This design comes from an exercise in tuning for small area, a short achievable clock period and few clock cycles per item on the open sky130 flow, not from production work.
In this exercise RTL edits were held to simulation tests only and were not proved equivalent to the original.
Power figures rest on the tool's default switching activity, not on a simulated workload.

==> inputs of job 3492 <==
==> flow/design.v <==
module fcodec (
    input  wire        clk,
    input  wire        rst,
    input  wire        in_valid,
    output wire        in_ready,
    input  wire [2:0]  op,
    input  wire [7:0]  sig,
    input  wire [63:0] opa,
    output reg         out_valid,
    output reg  [31:0] res,
    output reg         frng,
    output reg  [1:0]  err
);
    assign in_ready = 1'b1;
    reg        a_v;
    reg [31:0] a_opa;
    reg [2:0]  a_op;
    reg [4:0]  a_S;
    reg        a_shi;                     
    reg        a_x1, a_x0, a_fhi;         
    always @(posedge clk) begin
        a_v   <= ~rst & in_valid;
        a_opa <= opa[31:0];
        a_op  <= op;
        a_S   <= sig[4:0];
        a_shi <= |sig[7:5];
        a_x1  <= &opa[62:52];
        a_x0  <= ~|opa[62:52];
        a_fhi <= |opa[51:32];
    end
    wire       w24 = a_op[1];
    wire       enc = ~a_op[0];
    wire [4:0] S   = a_S;
    wire [63:0] t_ix = 64'd1 << {w24, S};
    wire [0:0] t_e3;
    assign t_e3[0] = |(t_ix & 64'h0010000000001000);
    wire [0:0] t_e4;
    assign t_e4[0] = |(t_ix & 64'h0008000000000800);
    wire [0:0] t_e5;
    assign t_e5[0] = |(t_ix & 64'h0004000000000400);
    wire [0:0] t_e6;
    assign t_e6[0] = |(t_ix & 64'h0002000000000200);
    wire [0:0] t_e7;
    assign t_e7[0] = |(t_ix & 64'h0001000000000100);
    wire [0:0] t_e8;
    assign t_e8[0] = |(t_ix & 64'h0000800000000080);
    wire [4:0] t_amtn;
    assign t_amtn[0] = |(t_ix & 64'h000aaaa000000aa0);
    assign t_amtn[1] = |(t_ix & 64'h0019999000001990);
    assign t_amtn[2] = |(t_ix & 64'h0007878000000780);
    assign t_amtn[3] = |(t_ix & 64'h00007f8000001f80);
    assign t_amtn[4] = |(t_ix & 64'h0000007000000070);
    wire [4:0] t_kden;
    assign t_kden[0] = |(t_ix & 64'h0015000000001500);
    assign t_kden[1] = |(t_ix & 64'h0013000000001300);
    assign t_kden[2] = |(t_ix & 64'h001f000000001f00);
    assign t_kden[3] = |(t_ix & 64'h0018800000000700);
    assign t_kden[4] = |(t_ix & 64'h001c000000000480);
    wire [0:0] t_ege9;
    assign t_ege9[0] = |(t_ix & 64'h00007ff000000070);
    wire [0:0] t_eeq8;
    assign t_eeq8[0] = |(t_ix & 64'h0000800000000080);
    wire [7:0] t_cr;
    assign t_cr[0] = |(t_ix & 64'h0015000000001500);
    assign t_cr[1] = |(t_ix & 64'h000c000000000c00);
    assign t_cr[2] = |(t_ix & 64'h000c000000000c00);
    assign t_cr[3] = |(t_ix & 64'h0014000000000b00);
    assign t_cr[4] = |(t_ix & 64'h0007000000001300);
    assign t_cr[5] = |(t_ix & 64'h0019000000001d00);
    assign t_cr[6] = |(t_ix & 64'h001e000000001e00);
    assign t_cr[7] = |(t_ix & 64'h0000000000000000);
    wire [31:0] sx = 32'd1 << S;
    wire [23:0] ge;
    genvar gi;
    generate
        for (gi = 0; gi < 24; gi = gi + 1) begin : g_ge
            assign ge[gi] = |(sx >> gi);
        end
    endgenerate
    wire [22:0] lows, below, rsel, mlo, mhi;
    generate
        for (gi = 0; gi < 23; gi = gi + 1) begin : g_mask
            assign lows[gi]  = ge[gi + 1];                             
            assign below[gi] = ~ge[23 - gi];                           
            assign rsel[gi]  = ge[22 - gi] & ~ge[23 - gi];             
            assign mlo[gi]   = ~ge[gi + 1] & ((gi < 6) ? 1'b1 : ge[(gi < 6) ? 0 : gi - 6]);
            assign mhi[gi]   = ((gi < 7) ? 1'b0 : ~ge[(gi < 7) ? 0 : gi - 6]) & ((gi <= 13) | (w24 & (gi <= 21)));
        end
    endgenerate
    reg [1:0] chk;
    always @(*) begin
        case (a_op)
            3'd0, 3'd1: chk = (a_shi || S < 5'd4 || S > 5'd12) ? 2'd3 : 2'd0;
            3'd2, 3'd3: chk = (a_shi || S < 5'd4 || S > 5'd20) ? 2'd3 : 2'd0;
            3'd4, 3'd5: chk = (a_shi || S != 5'd0) ? 2'd1 : 2'd0;
            default:    chk = 2'd1;
        endcase
    end
    wire val32 = !(a_opa[30:23] == 8'hFF || (a_opa[30:23] == 8'h00 && a_opa[22:0] != 23'd0));
    wire val64 = !(a_x1 || (a_x0 && (a_fhi || a_opa != 32'd0)));
    wire [7:0]  e32 = a_opa[30:23];
    wire [22:0] f23 = a_opa[22:0];
    wire den = (t_e8 & (e32 == 8'd0))   | (t_e7 & (e32 <= 8'd64))  |
               (t_e6 & (e32 <= 8'd96))  | (t_e5 & (e32 <= 8'd112)) |
               (t_e4 & (e32 <= 8'd120)) | (t_e3 & (e32 <= 8'd124));
    wire ovf = (t_e8 & (e32 == 8'd255)) | (t_e7 & (e32 > 8'd190))  |
               (t_e6 & (e32 > 8'd158))  | (t_e5 & (e32 > 8'd142))  |
               (t_e4 & (e32 > 8'd134))  | (t_e3 & (e32 > 8'd130));
    wire dzero = (t_e7 & (e32 <= 8'd49))  | (t_e6 & (e32 <= 8'd81))  |
                 (t_e5 & (e32 <= 8'd97))  | (t_e4 & (e32 <= 8'd105)) |
                 (t_e3 & (e32 <= 8'd109));
    wire dz  = den & dzero;
    wire        top  = w24 ? a_opa[22] : a_opa[14];
    wire [22:0] mag  = w24 ? a_opa[22:0] : {8'd0, a_opa[14:0]};
    wire        dden = ~|(mag & ~lows);
    wire        dzer = ~|mag;
    reg  [4:0]  q;
    integer i;
    always @(*) begin
        q = 5'd0;
        for (i = 0; i < 20; i = i + 1)
            if (mag[i]) q = i[4:0];
    end
    wire lo_any = |(mag & mlo);
    wire lo_all = &(mag | ~mlo);
    wire hi_any = |(mag & mhi);
    wire hi_all = &(mag | ~mhi);
    wire d_ovf  = t_ege9 ? (top & (hi_any | lo_all)) : (t_eeq8 & top & lo_all);
    wire d_unf  = t_ege9 ? (~top & ~(hi_all & lo_any)) : (t_eeq8 & dden);
    wire [7:0] r_den = t_cr + {3'd0, q};
    wire [4:0] amt = enc ? (den ? (t_kden - e32[4:0]) : t_amtn)
                         : (dden ? q : S);
    wire [51:0] V;
    wire [27:0] Vd = w24 ? {{6{~top}}, a_opa[21:0]} : {{14{~top}}, a_opa[13:0]};
    assign V[22:0]  = {23{enc}} & (f23 | below | {23{ovf}});
    assign V[23]    = enc & (den | (~ovf & e32[0]));
    assign V[29:24] = enc ? ({6{~den}} & ({6{ovf}} | e32[6:1])) : Vd[5:0];
    assign V[51:30] = enc ? {22{~den & (ovf | ~e32[7])}} : Vd[27:6];
    wire [46:0] v4 = amt[4] ? V[51:16]  : V[46:0];
    wire [38:0] v3 = amt[3] ? v4[46:8]  : v4[38:0];
    wire [34:0] v2 = amt[2] ? v3[38:4]  : v3[34:0];
    wire [32:0] v1 = amt[1] ? v2[34:2]  : v2[32:0];
    wire [31:0] Y  = amt[0] ? v1[32:1]  : v1[31:0];
    wire st = (~amt[4] | &V[15:0]) & (~amt[3] | &v4[7:0]) & (~amt[2] | &v3[3:0]) &
              (~amt[1] | &v2[1:0]) & (~amt[0] | v1[0]);
    wire rbit = |(f23 & rsel);
    wire all1 = &(f23 | below);
    wire inc1 = rbit & ~all1;
    wire incb = den ? (Y[0] | (inc1 & st)) : (~ovf & inc1);
    reg        b_v;
    reg [31:1] b_Y;
    reg        b_incb, b_flip, b_ez, b_w24, b_sign, b_dec, b_isval, b_valbit;
    reg [1:0]  b_err;
    reg        b_dden, b_dzer, b_dovf, b_dunf;
    reg [7:0]  b_rden;
    always @(posedge clk) begin
        b_v      <= ~rst & a_v;
        b_Y      <= Y[31:1];
        b_incb   <= incb;
        b_flip   <= ~den & ~ovf;
        b_ez     <= dz;
        b_w24    <= w24;
        b_sign   <= a_op[0] ? (w24 ? a_opa[23] : a_opa[15]) : a_opa[31];
        b_dec    <= a_op[0];
        b_isval  <= a_op[2];
        b_valbit <= a_op[0] ? val64 : val32;
        b_err    <= chk;
        b_dden   <= dden;
        b_dzer   <= dzer;
        b_dovf   <= d_ovf;
        b_dunf   <= d_unf;
        b_rden   <= r_den;
    end
    wire [22:0] msum = b_Y[23:1] + {22'd0, b_incb};
    wire [22:0] topf = b_flip ? (b_w24 ? 23'h400000 : 23'h004000) : 23'd0;
    wire [22:0] emag = b_ez ? 23'd0 : (msum ^ topf);
    wire [31:0] enc_res = b_w24 ? {8'd0, b_sign, emag} : {16'd0, b_sign, emag[14:0]};
    wire [7:0]  r = b_dden ? b_rden : {~b_Y[31], b_Y[30:24]};
    reg  [31:0] dec_res;
    always @(*) begin
        if (b_dzer)      dec_res = 32'd0;
        else if (b_dovf) dec_res = {b_sign, 31'h7F7FFFFF};
        else if (b_dunf) dec_res = {b_sign, 31'd0};
        else             dec_res = {b_sign, r, b_Y[23:1]};
    end
    wire dec_frng = ~b_dzer & (b_dovf | b_dunf);
    always @(posedge clk) begin
        out_valid <= ~rst & b_v;
        err       <= b_err;
        frng      <= (b_err == 2'd0) & ~b_isval & b_dec & dec_frng;
        if (b_err != 2'd0) res <= 32'd0;
        else if (b_isval)  res <= {31'd0, b_valbit};
        else if (b_dec)    res <= dec_res;
        else               res <= enc_res;
    end
endmodule
==> flow/run.sh <==
#!/bin/bash
# synth_recipe.tcl (not shown) runs the flow's synth.tcl, then flattens the netlist and writes it again
# the make line also repeats each setting of config.mk as NAME=value (left out here)
make -C /OpenROAD-flow-scripts/flow DESIGN_CONFIG=/design/flow/config.mk WORK_HOME=/design/flow/orfs CLKGATE_MAP_FILE= SYNTH_SCRIPT=/design/flow/synth_recipe.tcl finish
==> flow/config.mk <==
export PLATFORM = sky130hd
export DESIGN_NAME = fcodec
export DESIGN_NICKNAME = fcodec
export VERILOG_FILES = /design/flow/design.v
export SDC_FILE = /design/flow/constraint.sdc
export NUM_CORES = 4
export LEC_CHECK = 0
export ABC_AREA = 1
export CAP_MARGIN = 80
export CORE_MARGIN = 2
export CORE_UTILIZATION = 40
export SLEW_MARGIN = 80
==> flow/constraint.sdc <==
create_clock -name core_clock -period 14.0 [get_ports {clk}]
set_input_delay 2.8000 -clock core_clock [delete_from_list [all_inputs] [get_ports {clk}]]
set_output_delay 2.8000 -clock core_clock [all_outputs]
set_load 0.01 [all_outputs]
==> job 1660: changes against job 3492 <==
==> flow/flow/run.sh (new file) <==
#!/bin/bash
set -euo pipefail
bash standard.sh SETUP_SLACK_MARGIN=10.2 finish > orfs_make.log 2>&1
==> flow/standard.sh (new file) <==
#!/bin/bash
# synth_recipe.tcl (not shown) runs the flow's synth.tcl, then flattens the netlist and writes it again
# the make line also repeats each setting of config.mk as NAME=value (left out here)
make -C /OpenROAD-flow-scripts/flow DESIGN_CONFIG=/design/flow/config.mk WORK_HOME=/design/flow/orfs CLKGATE_MAP_FILE= SYNTH_SCRIPT=/design/flow/synth_recipe.tcl "${@:-finish}"
Settings changed: CAP_MARGIN 80 to 20, SLEW_MARGIN 80 to 20.
removed: flow/run.sh
==> comparison table <==
                                                                                                   job 3492                  job 1660
Run status                                                                                   finished clean            finished clean
Worst slack at placement                                                                            9130 ps                   9020 ps
Flip-flop and latch power                                                                          0.476 mW                  0.475 mW
Sequential cell fraction of total power                                                               34.0%                     33.2%
Layout Cells excl Fill                                                                                 2026                      2059
Plain + repair buffers                                                                                  147                       173
Comb group                                                                                         0.442 mW                  0.472 mW
# resized after CTS                                                                                       0                       165
CP Capture Point                                                                                    b_Y[31]                   b_Y[12]
Slowest cell on crit path                                                  sky130_fd_sc_hd__clkdlybuf4s50_1  sky130_fd_sc_hd__dfxtp_4
Total non-filler cell area in the finished layout                                              0.0126 sq mm              0.0129 sq mm
Routed wl met3                                                                                 3430 microns              4140 microns
First-pass DRT Iterations                                                                                 5                         8
Peak Freq                                                                                           203 MHz                   260 MHz
Tmin final                                                                                          4920 ps                   3840 ps
Highest metal layer with signal wires                                                                  met5                      met4
Footprint of the flip-flops and latches                                                       0.00275 sq mm             0.00272 sq mm
Arrival time of the worst setup path                                                                5280 ps                   4150 ps
Area post-placement                                                                            0.0117 sq mm              0.0111 sq mm
Wire length per cell                                                                           19.1 microns              19.8 microns
Initial antenna violation count                                                                           3                         0
End point of the worst hold path                                                                     err[1]                    err[0]
Total half-perimeter wirelength after legalization and detailed placement                     30200 microns             29800 microns
Testbench counts of job 3492, summed over its fixed seeds: cycles 32,024, items 32,000.
Testbench counts of job 1660, summed over its fixed seeds: cycles 32,024, items 32,000.

re-timing with driven ports:
Ports are ideal in the flow. The routed layouts listed here were re-timed in OpenROAD.
Step 1 assumes that a clkbuf_16 drives the clock port and a buf_2 every other input.
Step 2, shift: input delay + t, output delay - t, t = (earliest + latest rising clock arrival at the registers) / 2. This alone moves slack from input paths to output paths.
Slacks: ideal / step 1 / step 2; pairs: ideal / step 1.
run	shift t [ns]	setup WS [ns]	worst hold slack (ns)	worst data-port slew with drivers (ns)
job 3492	0.487	9.078 / 9.078 / 9.078	0.362 / 0.362 / 0.362	0.04
job 1660	0.477	10.160 / 10.160 / 10.111	0.354 / 0.354 / 0.354	0.04
After both steps every run listed still meets setup and hold. For job 1660, which loses most, drivers alone change the setup slack by 0.000 ns; drivers and shift together by -0.049 ns.
